From an optimization exercise on the open Yosys and OpenROAD flow, aimed at small area, a short achievable clock period and few clock cycles per item; shortcuts taken in it are not production practice.
The RTL was checked by simulation tests, not by an equivalence proof against the original design.
Power figures rest on the tool's default switching activity, not on a simulated workload.

== violet ==
==> flow/design.v (excerpt) <==
module ble_tx (
    input  wire       clk,
    input  wire       rst,
    input  wire       start_valid,
    output wire       start_ready,
    input  wire [5:0] start_channel,
    input  wire [1:0] start_phy,
    input  wire [4:0] start_plen,
    input  wire       in_valid,
    output wire       in_ready,
    input  wire [7:0] in_data,
    output reg        out_valid,
    input  wire       out_ready,
    output reg  [7:0] out_data,
    output reg        out_last
);
    localparam [23:0] CRC_POLY = 24'h00065B;
    function [7:0] rev8(input [7:0] x);
        integer b;
        begin
            for (b = 0; b < 8; b = b + 1)
                rev8[b] = x[7-b];
        end
    endfunction
    function [23:0] crc8(input [23:0] c, input [7:0] d);
        integer b;
        reg [23:0] r;
        begin
            r = c;
            for (b = 7; b >= 0; b = b - 1)
                r = {r[22:0], 1'b0} ^ ((r[23] ^ d[b]) ? CRC_POLY : 24'd0);
            crc8 = r;
        end
    endfunction
    function [7:0] wbyte(input [6:0] l);
        integer b;
        reg [6:0] s;
        begin
            s = l;
            for (b = 7; b >= 0; b = b - 1) begin
                wbyte[b] = s[6];
                s = {s[5:0], s[6]} ^ (s[6] ? 7'h10 : 7'h00);
            end
        end
    endfunction
  ...
Size in the first run: roughly 1,300 cells after synthesis, roughly 380 flip-flops, ~38 I/O pins, roughly 14,000 µm² of cells after synthesis.
==> flow/config.mk <==
export PLATFORM = sky130hd
export DESIGN_NAME = ble_tx
export DESIGN_NICKNAME = ble_tx
export VERILOG_FILES = /design/flow/design.v
export SDC_FILE = /design/flow/constraint.sdc
export NUM_CORES = 4
export LEC_CHECK = 0
export CAP_MARGIN = 20
export CORE_MARGIN = 2
export CORE_UTILIZATION = 40
export CTS_BUF_LIST = sky130_fd_sc_hd__clkbuf_16
export CTS_CLUSTER_DIAMETER = 100
export CTS_CLUSTER_SIZE = 24
export PLACE_DENSITY = 0.6
export SETUP_SLACK_MARGIN = 2.7
export SLEW_MARGIN = 20
export TNS_END_PERCENT = 0
==> flow/constraint.sdc <==
create_clock -name core_clock -period 5.0 [get_ports {clk}]
set_input_delay 1.0000 -clock core_clock [delete_from_list [all_inputs] [get_ports {clk}]]
set_output_delay 1.0000 -clock core_clock [all_outputs]
set_load 0.01 [all_outputs]
standard.sh (not shown) runs the stock make flow with config.mk's settings and CLKGATE_MAP_FILE= SYNTH_SCRIPT=/design/flow/synth_recipe.tcl, a recipe that flattens the netlist after the stock synthesis.
==> flow/flow/run.sh <==
#!/bin/bash
# The standard layout, with real buffers (not delay cells) on the ports.
set -euo pipefail
export BUFFER_PORTS_ARGS="-buffer_cell sky130_fd_sc_hd__buf_2"
bash standard.sh finish > layout.log 2>&1
Looking at the reports, violet completed the entire flow and the layout it produced met the timing, design-rule and antenna checks.
Testbench counts of violet, summed over its fixed seeds: cycles 42,368, packets 384.
#### Input delta (amber over violet)
Settings: changing CORE_UTILIZATION from 40 to 35; changing SETUP_SLACK_MARGIN from 2.7 to 2.75.
==> flow/flow/run.sh <==
#!/bin/bash
# The standard layout, with real buffers (not delay cells) on the ports.
set -euo pipefail
export BUFFER_PORTS_ARGS="-buffer_cell sky130_fd_sc_hd__buf_4"
bash standard.sh finish > layout.log 2>&1
--- outcome ---
Die: amber bigger than violet
rb[6] as the end point of the critical path was reported by amber, and crc[10] by violet.
Design internal power: violet and amber compared, higher one is amber
violet → amber: routed wire length has increased; delay of the slowest cell on the worst path went down by 0.09 ns; final non-filler cell area has increased.
The setup slack of amber is smaller than that of violet.
In the tables for violet and amber, clock-cell share of area reads lower with amber.
The clock network fraction of total power number comes out lower for amber vs violet.
Changes in fjord relative to amber:
Settings: CORE_UTILIZATION: 35 -> 50; TNS_END_PERCENT: 0 -> unset; SETUP_SLACK_MARGIN: 2.75 -> 2.7; PLACE_DENSITY: 0.6 -> 0.65.
Notes after the runs:
- fjord ends up with higher met3 demand-to-capacity share in global routing than amber does.
- Between amber and fjord, area inside the core boundary decreased.
- Per the comparison of fjord with amber, worst relative slew slack rose 1.4 points; post-route core utilization shows an increase of 18 points; total power increased 0.088 mW; part of the total power dissipated in sequential elements went down by 0.8 points.
- Of fjord and amber, the run reporting the higher sequential share of layout area was fjord.
- Comparing fjord with amber, the clock power came out essentially unchanged.
- Of fjord and amber, amber shows the higher routed wire length, with fjord below it.
- Compared with amber, fjord instantiates a smaller number of cells.
- amber has higher worst setup slack than fjord.
> inputs changed (fjord -> zinc)
Settings: a change of SETUP_SLACK_MARGIN from 2.7 to 2.8; a change of PLACE_DENSITY from 0.65 to 0.6; a change of CORE_UTILIZATION from 50 to 40; an added TNS_END_PERCENT of 0.
==> comparison <==
- Diff fjord -> zinc: total net switching power shrank by 0.015 mW, final period utilization lost 1.0 points.
- From fjord to zinc the numbers moved as follows: total length of routed met3 wires saw a decrease; area taken by flip-flops and latches saw little to no change.
- For post-layout instance area, zinc and fjord come out practically identical.
- Summary — buffer count excluding the clock tree in the final layout, zinc relative to fjord: lower, by 4.
- Against fjord, wire length of the first global-routing pass in zinc came out worse.
- Looking at total length of routed wires across fjord and zinc, the one that comes out higher is zinc.
Input-level comparison between cedar and zinc:
Settings: a change of SETUP_SLACK_MARGIN from 2.8 to 2.9.
==> summary.txt <==
cedar vs zinc: via count of the first global-routing pass up in cedar. Looking at total power, cedar sits above zinc. zinc -> cedar: total I/O pin count delta 0, exact match. cedar reports its critical-path cell with the highest stage delay as a2111oi_2 while zinc reports dfxtp_4. Against zinc, wire length in cedar came out worse. On final design instance area without fill, cedar does worse than zinc.

---

Setup of wip/umber:
Starting RTL as in the previous note.
clock: 5.0 ns
lec_check: 0
cap_margin: 20
core_margin: 2
core_utilization: 40
cts_buf_list: sky130_fd_sc_hd__clkbuf_16
cts_cluster_diameter: 100
cts_cluster_size: 24
place_density: 0.55
setup_slack_margin: 2.75
slew_margin: 20
tns_end_percent: 0
==> flow/flow/run.sh <==
#!/bin/bash
# The standard layout, with real buffers (not delay cells) on the ports.
set -euo pipefail
export BUFFER_PORTS_ARGS="-buffer_cell sky130_fd_sc_hd__buf_4"
bash standard.sh finish > layout.log 2>&1
Testbench counts of wip/umber, summed over its fixed seeds: cycles 42,368, packets 384.
Relative to wip/umber, the following input files were edited for wip/willow:
diff --git a/flow/config.mk b/flow/config.mk
--- a/flow/config.mk
+++ b/flow/config.mk
@@ -14,2 +14,2 @@
-export PLACE_DENSITY = 0.55
-export SETUP_SLACK_MARGIN = 2.75
+export PLACE_DENSITY = 0.6
+export SETUP_SLACK_MARGIN = 2.7
@@ -17 +16,0 @@
-export TNS_END_PERCENT = 0
[summary]
Met2 wirelength from detailed routing (higher): wip/umber
Going from wip/umber to wip/willow, the maximum frequency was found to have gone up by about 2.5%.
wip/willow reached the end of the flow, and the finished layout is clean on the timing, design-rule and antenna checks.
wip/willow vs wip/umber: total power down slightly
Modified inputs, wip/sierra compared to wip/willow
diff --git a/flow/config.mk b/flow/config.mk
--- a/flow/config.mk
+++ b/flow/config.mk
@@ -16,0 +17 @@
+export TNS_END_PERCENT = 0
### Flow results
wip/sierra vs wip/willow, cell with the biggest individual delay on the critical path: sky130_fd_sc_hd__edfxtp_1 vs sky130_fd_sc_hd__dfxtp_4
NOTE: shortest clock period the worst path allows after layout in wip/sierra exceeds that of wip/willow
Destination of the critical timing path = pos[1]: wip/sierra; destination of the critical timing path = rb[5]: wip/willow
Cmp wip/sierra vs wip/willow: number of iterations in the first detailed-routing pass higher in wip/sierra
The higher number of ordinary inverters in the final layout came out of wip/willow.
Input-level comparison between wip/yarrow and wip/sierra:
diff --git a/flow/config.mk b/flow/config.mk
--- a/flow/config.mk
+++ b/flow/config.mk
@@ -15 +15 @@
-export SETUP_SLACK_MARGIN = 2.7
+export SETUP_SLACK_MARGIN = 2.75
### Flow results
From wip/sierra to wip/yarrow the numbers moved as follows: design area went up, proportion of layout cells with a drive suffix above 1 climbed 1.1 points.
Capture point of the worst path = pos[1]: wip/sierra; capture point of the worst path = rb[3]: wip/yarrow
The core of wip/yarrow is more densely filled than that of wip/sierra.
Against wip/sierra, wip/yarrow reports a combinational power share that is higher.
The power number comes out higher for wip/yarrow vs wip/sierra.
wip/yarrow has setup slack above what wip/sierra had.
The clock buffer count in the final layout on wip/yarrow is in line with that on wip/sierra.
Between wip/sierra and wip/yarrow, the cell count went up.
Looking at launching instance or port of the critical path, the pos[1] result is from wip/yarrow; the wcnt[1] one comes from wip/sierra.
wip/yarrow finished end to end and its layout was clean on timing, DRC and antenna.
Here is what was changed in the inputs of wip/raven compared with wip/yarrow.
diff --git a/flow/config.mk b/flow/config.mk
--- a/flow/config.mk
+++ b/flow/config.mk
@@ -15 +15 @@
-export SETUP_SLACK_MARGIN = 2.75
+export SETUP_SLACK_MARGIN = 2.7
@@ -17 +17 @@
-export TNS_END_PERCENT = 0
+export TNS_END_PERCENT = 20
==> summary.txt <==
Of the two values seen for end point of the critical path, rb[3] was produced by wip/yarrow and crc[0] by wip/raven. Multiplexer fraction of the synthesized cell area came out exactly the same in wip/yarrow and wip/raven. Compared with wip/yarrow, in wip/raven time the final worst path needs with I/O delays and setup went up 0.077 ns, achievable clock frequency moved down, number of global-route vias before repair decreased 291.

[what the ideal ports hide]
Ports are ideal in the flow. The routed layouts listed here were re-timed in OpenROAD.
Step 1 assumes that a clkbuf_16 drives the clock port and a buf_2 every other input.
Step 2 moves the port delays by t, midway between the first and last clock arrival at a register: inputs arrive t later, outputs are due t later. That takes back most of the time a late clock gives input paths.
a / b / c = no drivers / after step 1 / after step 2; a / b = the first two.
run	t (ns)	slack for setup (ns)	slew at the worst register clock pin (ns)	worst data-port slew with drivers (ns)
violet	0.580	2.718 / 2.718 / 2.195	0.11 / 0.11	0.04
amber	0.580	2.689 / 2.689 / 2.268	0.10 / 0.10	0.05
fjord	0.567	2.685 / 2.685 / 2.213	0.11 / 0.11	0.05
zinc	0.582	2.737 / 2.737 / 2.253	0.11 / 0.11	0.04
cedar	0.583	2.729 / 2.729 / 2.329	0.10 / 0.10	0.04
wip/umber	0.570	2.693 / 2.693 / 2.173	0.10 / 0.10	0.04
wip/willow	0.574	2.749 / 2.749 / 2.251	0.10 / 0.10	0.04
wip/sierra	0.578	2.731 / 2.731 / 2.210	0.11 / 0.11	0.04
wip/yarrow	0.580	2.780 / 2.780 / 2.252	0.11 / 0.11	0.04
wip/raven	0.591	2.703 / 2.703 / 2.191	0.11 / 0.11	0.04
After both steps every run listed still meets setup and hold. For wip/yarrow, which loses most, drivers alone change the setup slack by 0.000 ns; drivers and shift together by -0.528 ns.
